What follows belongs to an exercise in optimizing a design on an open flow for small area; a production flow would make more cautious choices. Function was checked by simulation only, so behaviour that the tests miss may differ from the original. Power is estimated from default activity; no workload was simulated.

Design fpc_codec, start of the top module:
module fpc_codec (
    input  wire        clk,
    input  wire        rst,
    input  wire        req_valid,
    output wire        req_ready,
    input  wire        req_we,
    input  wire        req_space,
    input  wire [8:0]  req_addr,
    input  wire [31:0] req_wdata,
    output reg         resp_valid,
    output reg  [31:0] resp_rdata
);
export LEC_CHECK = 0
export CAP_MARGIN = 20
export CORE_MARGIN = 2
export CORE_UTILIZATION = 40
export GPL_TIMING_DRIVEN = 0
export SLEW_MARGIN = 20
create_clock -name core_clock -period 8.0 [get_ports {clk}]
run.sh (not shown) runs the stock make flow with config.mk's settings and CLKGATE_MAP_FILE= SYNTH_SCRIPT=/design/flow/synth_recipe.tcl, a recipe that flattens the netlist after the stock synthesis.
The starting point passed the timing, DRC and antenna checks.
Then changed:
==> flow/flow/run.sh (new file) <==
#!/bin/bash
# Standard layout with two changes: the port buffers are the smallest buffer
# cell, and clock tree synthesis adds no dummy loads.
set -o pipefail
export REMOVE_ABC_BUFFERS=1
export BUFFER_PORTS_ARGS="-buffer_cell sky130_fd_sc_hd__buf_1"
export CTS_ARGS="-sink_clustering_enable -repair_clock_nets -dont_use_dummy_load -sink_clustering_size 20 -sink_clustering_max_diameter 80 -buf_list sky130_fd_sc_hd__clkbuf_8"
bash standard.sh > standard.log 2>&1
status=$?
exit $status
==> flow/standard.sh (new file) <==
#!/bin/bash
# synth_recipe.tcl (not shown) runs the flow's synth.tcl, then flattens the netlist and writes it again
# the make line also repeats each setting of config.mk as NAME=value (left out here)
make -C /OpenROAD-flow-scripts/flow DESIGN_CONFIG=/design/flow/config.mk WORK_HOME=/design/flow/orfs CLKGATE_MAP_FILE= SYNTH_SCRIPT=/design/flow/synth_recipe.tcl "${@:-finish}"
removed: flow/run.sh
=> Core utilization drops by 4.3 points. Die area stays the same. Design area went down by 9.0%. First-iteration DRC count rises by 10%. Register-to-register slack gains 0.64 ns. Clock skew is higher by 0.071 ns. Total power came out lower by 22%. Combinational power drops by 8.2%. Routed wire length went down by 11%.
Then changed:
==> flow/flow/run.sh (replaced) <==
#!/bin/bash
# Standard layout with two changes: the port buffers are the smallest buffer
# cell, and clock tree synthesis adds no dummy loads.
set -o pipefail
export REMOVE_ABC_BUFFERS=1
export BUFFER_PORTS_ARGS="-buffer_cell sky130_fd_sc_hd__buf_1"
export CTS_ARGS="-sink_clustering_enable -repair_clock_nets -dont_use_dummy_load -sink_clustering_size 25 -sink_clustering_max_diameter 60 -buf_list {sky130_fd_sc_hd__clkbuf_8 sky130_fd_sc_hd__clkbuf_16}"
bash standard.sh > standard.log 2>&1
status=$?
exit $status
Effect: Design area came out higher by 1.5%. Die area does not change. Count of clock-buffer cells in the layout came out lower by 12. Setup slack degrades by 0.014 ns. Maximum frequency stays flat.
Then changed:
==> flow/flow/run.sh (replaced) <==
#!/bin/bash
# Standard layout with two changes: the port buffers are the smallest buffer
# cell, and clock tree synthesis adds no dummy loads.
set -o pipefail
export BUFFER_PORTS_ARGS="-buffer_cell sky130_fd_sc_hd__buf_1"
export CTS_ARGS="-sink_clustering_enable -repair_clock_nets -dont_use_dummy_load -sink_clustering_size 20 -sink_clustering_max_diameter 50 -buf_list sky130_fd_sc_hd__clkbuf_8"
bash standard.sh > standard.log 2>&1
status=$?
exit $status
What happened: The new run went through all stages and came out clean; count of clock-buffer cells in the layout climbs by 26; global-route usage climbs by 0.96 points; die area is unchanged; clock skew drops by 0.0035 ns; final cell count climbs by 2.7%; utilization drops by 0.11 points; design area hardly moves; setup slack gets worse by 0.22 ns; combinational power climbs by 7.4%.


Starting RTL as in the previous note.
export LEC_CHECK = 0
export CAP_MARGIN = 20
export CORE_MARGIN = 2
export CORE_UTILIZATION = 40
export GPL_TIMING_DRIVEN = 0
export SLEW_MARGIN = 20
create_clock -name core_clock -period 8.0 [get_ports {clk}]
standard.sh (not shown) runs the stock make flow with config.mk's settings and CLKGATE_MAP_FILE= SYNTH_SCRIPT=/design/flow/synth_recipe.tcl, a recipe that flattens the netlist after the stock synthesis.
==> flow/flow/run.sh <==
#!/bin/bash
# The standard layout (standard.sh, with its unchanged synthesis), with these
# settings changed:
#  - the buffers ABC put into the netlist are removed at floorplan;
#  - the port buffers are sky130_fd_sc_hd__buf_1 cells;
#  - clock tree synthesis builds the tree from clkbuf_8 cells, clusters up to 20
#    sinks within 60 um, and adds no dummy loads.
# standard.sh's output goes to standard.log; each tool's own logs stay under orfs/logs.
set -o pipefail
export REMOVE_ABC_BUFFERS=1
export BUFFER_PORTS_ARGS="-buffer_cell sky130_fd_sc_hd__buf_1"
export CTS_ARGS="-sink_clustering_enable -repair_clock_nets -dont_use_dummy_load -sink_clustering_size 20 -sink_clustering_max_diameter 60 -buf_list sky130_fd_sc_hd__clkbuf_8"
bash standard.sh > standard.log 2>&1
Rerun with:
==> flow/flow/run.sh (replaced) <==
#!/bin/bash
# Standard layout with two changes: the port buffers are the smallest buffer
# cell, and clock tree synthesis adds no dummy loads.
set -o pipefail
export REMOVE_ABC_BUFFERS=1
export BUFFER_PORTS_ARGS="-buffer_cell sky130_fd_sc_hd__buf_1"
export CTS_ARGS="-sink_clustering_enable -repair_clock_nets -dont_use_dummy_load -sink_clustering_size 10 -sink_clustering_max_diameter 50 -buf_list sky130_fd_sc_hd__clkbuf_4"
bash standard.sh > standard.log 2>&1
status=$?
exit $status
Effect:
- hold slack is worse by 12 ps
- combinational power barely changes
- global-route usage grows by 0.35 points
Rerun with:
==> flow/flow/run.sh (replaced) <==
#!/bin/bash
# Standard layout with two changes: the port buffers are the smallest buffer
# cell, and clock tree synthesis adds no dummy loads.
set -o pipefail
export REMOVE_ABC_BUFFERS=1
export BUFFER_PORTS_ARGS="-buffer_cell sky130_fd_sc_hd__buf_1"
export CTS_ARGS="-sink_clustering_enable -repair_clock_nets -dont_use_dummy_load -sink_clustering_size 20 -sink_clustering_max_diameter 60 -buf_list sky130_fd_sc_hd__clkbuf_8"
bash standard.sh > standard.log 2>&1
status=$?
exit $status
Design area stays flat.
Worst setup slack gets better by 250 ps.
Utilization barely changes.
Clock skew went up by 29 ps.
Total power is about the same.
Combinational power hardly moves.
Rerun with:
==> flow/flow/run.sh (replaced) <==
#!/bin/bash
# Standard layout with two changes: the port buffers are the smallest buffer
# cell, and clock tree synthesis adds no dummy loads.
set -o pipefail
export REMOVE_ABC_BUFFERS=1
export BUFFER_PORTS_ARGS="-buffer_cell sky130_fd_sc_hd__buf_1"
export CTS_ARGS="-sink_clustering_enable -repair_clock_nets -dont_use_dummy_load -sink_clustering_size 12 -sink_clustering_max_diameter 60 -buf_list {sky130_fd_sc_hd__clkbuf_4 sky130_fd_sc_hd__clkbuf_8}"
bash standard.sh > standard.log 2>&1
status=$?
exit $status
=> The new run finished clean; total power increases by 5.2%; non-clock buffer count does not change; sequential power barely changes; via count increases by 1.5%.
Rerun with:
==> flow/run.sh (new file) <==
#!/bin/bash
# synth_recipe.tcl (not shown) runs the flow's synth.tcl, then flattens the netlist and writes it again
# the make line also repeats each setting of config.mk as NAME=value (left out here)
make -C /OpenROAD-flow-scripts/flow DESIGN_CONFIG=/design/flow/config.mk WORK_HOME=/design/flow/orfs CLKGATE_MAP_FILE= SYNTH_SCRIPT=/design/flow/synth_recipe.tcl finish
- CTS_CLUSTER_DIAMETER: not set -> 80
- CTS_CLUSTER_SIZE: not set -> 30
removed: flow/flow/run.sh
removed: flow/standard.sh
Effect:
- The changed run completed without violations
- cell area went up by a few percent
- hold slack gets better by 34 ps
- worst setup slack degrades by 590 ps
- clock skew fell by 100 ps
- synthesized cell count is unchanged
- synthesized area is unchanged
- core utilization is higher by 0.90 points
- global-route usage rose by 0.86 points
Rerun with:
==> flow/flow/run.sh (new file) <==
#!/bin/bash
# Standard layout with two changes: the port buffers are the smallest buffer
# cell, and clock tree synthesis adds no dummy loads.
set -o pipefail
export BUFFER_PORTS_ARGS="-buffer_cell sky130_fd_sc_hd__buf_1"
export CTS_ARGS="-sink_clustering_enable -repair_clock_nets -dont_use_dummy_load -sink_clustering_size 30 -sink_clustering_max_diameter 80"
bash standard.sh > standard.log 2>&1
status=$?
exit $status
==> flow/standard.sh (new file) <==
#!/bin/bash
# synth_recipe.tcl (not shown) runs the flow's synth.tcl, then flattens the netlist and writes it again
# the make line also repeats each setting of config.mk as NAME=value (left out here)
make -C /OpenROAD-flow-scripts/flow DESIGN_CONFIG=/design/flow/config.mk WORK_HOME=/design/flow/orfs CLKGATE_MAP_FILE= SYNTH_SCRIPT=/design/flow/synth_recipe.tcl "${@:-finish}"
- CTS_CLUSTER_DIAMETER: 80 -> not set
- CTS_CLUSTER_SIZE: 30 -> not set
removed: flow/run.sh
After rerunning: Global-route usage shrinks by 0.49 points; cell count shrinks by 0.40%; clock skew climbs by 63 ps; first-iteration DRC count fell by 12%.


lane 2:
fpc_codec again, from the RTL that the note above started with.
==> flow/config.mk <==
export PLATFORM = sky130hd
export DESIGN_NAME = fpc_codec
export DESIGN_NICKNAME = fpc_codec
export VERILOG_FILES = /design/flow/design.v
export SDC_FILE = /design/flow/constraint.sdc
export NUM_CORES = 4
export LEC_CHECK = 0
export CAP_MARGIN = 20
export CORE_MARGIN = 2
export CORE_UTILIZATION = 40
export GPL_TIMING_DRIVEN = 0
export SLEW_MARGIN = 20
==> flow/constraint.sdc <==
create_clock -name core_clock -period 8.0 [get_ports {clk}]
set_input_delay 1.6000 -clock core_clock [delete_from_list [all_inputs] [get_ports {clk}]]
set_output_delay 1.6000 -clock core_clock [all_outputs]
set_load 0.01 [all_outputs]
==> flow/flow/run.sh <==
#!/bin/bash
# Standard layout with two changes: the port buffers are the smallest buffer
# cell, and clock tree synthesis adds no dummy loads.
set -o pipefail
export REMOVE_ABC_BUFFERS=1
export BUFFER_PORTS_ARGS="-buffer_cell sky130_fd_sc_hd__buf_1"
export CTS_ARGS="-sink_clustering_enable -repair_clock_nets -dont_use_dummy_load -sink_clustering_size 30 -sink_clustering_max_diameter 80"
bash standard.sh > standard.log 2>&1
status=$?
exit $status
Setup changes, lane 2 to lane 1
==> flow/flow/run.sh <==
#!/bin/bash
# Standard layout with two changes: the port buffers are the smallest buffer
# cell, and clock tree synthesis adds no dummy loads.
set -o pipefail
export REMOVE_ABC_BUFFERS=1
export BUFFER_PORTS_ARGS="-buffer_cell sky130_fd_sc_hd__buf_1"
export CTS_ARGS="-sink_clustering_enable -repair_clock_nets -dont_use_dummy_load -sink_clustering_size 35 -sink_clustering_max_diameter 50"
bash standard.sh > standard.log 2>&1
status=$?
exit $status
## What came out
- Diff lane 2 -> lane 1: synthesized area roughly the same, first-iteration DRC count lower.
- The layout buffering overhead excluding clock cells on lane 2 is in line with that on lane 1.
- For mean routed wirelength per cell, lane 1 and lane 2 come out practically identical.
- [compare] base=lane 2 new=lane 1: leakage power total has increased, average vias per placed instance went up 0.36%, number of setup violations in the final report roughly the same, first-pass GRT wire length higher, placement-stage cell area was more or less identical.
- Detailed-route wire length: lane 1 vs lane 2 up about 1%

-- afterwards: timing with drivers on the ports --
No port has a modelled driver above. Below, the same layouts with a new extraction and two added sets of constraints. Step 1 sets driving cells, clkbuf_16 on the clock port and buf_2 on the other inputs (assumed; they add their load-dependent delay and slew). Step 2 adds t to the input delays and takes it off the output delays; t is the mean of the earliest and latest rising clock arrival at the registers after step 1. Input paths then give back, and output paths get back, about the clock's delay inside the block. Three values: no drivers, after step 1, after step 2; two values: the first two.
run	t, ns	setup slack, ns	worst setup path after step 2	latest minus earliest clock arrival (ns)	worst data-port slew with drivers (ns)
the first run of note 1	0.684	0.779 / 0.726 / 0.564	input to register	0.039 / 0.040	0.05
the second run of note 1	0.658	1.418 / 1.366 / 0.788	input to register	0.110 / 0.110	0.08
the third run of note 1	0.634	1.405 / 1.399 / 0.796	input to register	0.131 / 0.130	0.08
the fourth run of note 1	0.691	1.188 / 1.188 / 1.188	register to register	0.128 / 0.128	0.08
the first run of note 2	0.658	1.378 / 1.326 / 0.759	input to register	0.121 / 0.121	0.08
the second run of note 2	0.941	1.124 / 1.071 / 0.669	input to register	0.099 / 0.098	0.07
the third run of note 2	0.658	1.378 / 1.326 / 0.759	input to register	0.121 / 0.121	0.08
the fourth run of note 2	0.692	1.352 / 1.299 / 0.855	input to register	0.133 / 0.133	0.08
the fifth run of note 2	0.651	0.765 / 0.712 / 0.641	input to register	0.040 / 0.041	0.05
the sixth run of note 2	0.625	1.181 / 1.181 / 1.181	register to register	0.106 / 0.106	0.07
lane 2	0.619	1.382 / 1.403 / 0.787	input to register	0.099 / 0.099	0.08
lane 1	0.640	1.444 / 1.414 / 0.832	input to register	0.115 / 0.116	0.08
After both steps setup and hold are still met in every run listed. For the second run of note 1, which loses most, drivers alone change the setup slack by -0.052 ns; drivers and shift together by -0.630 ns.
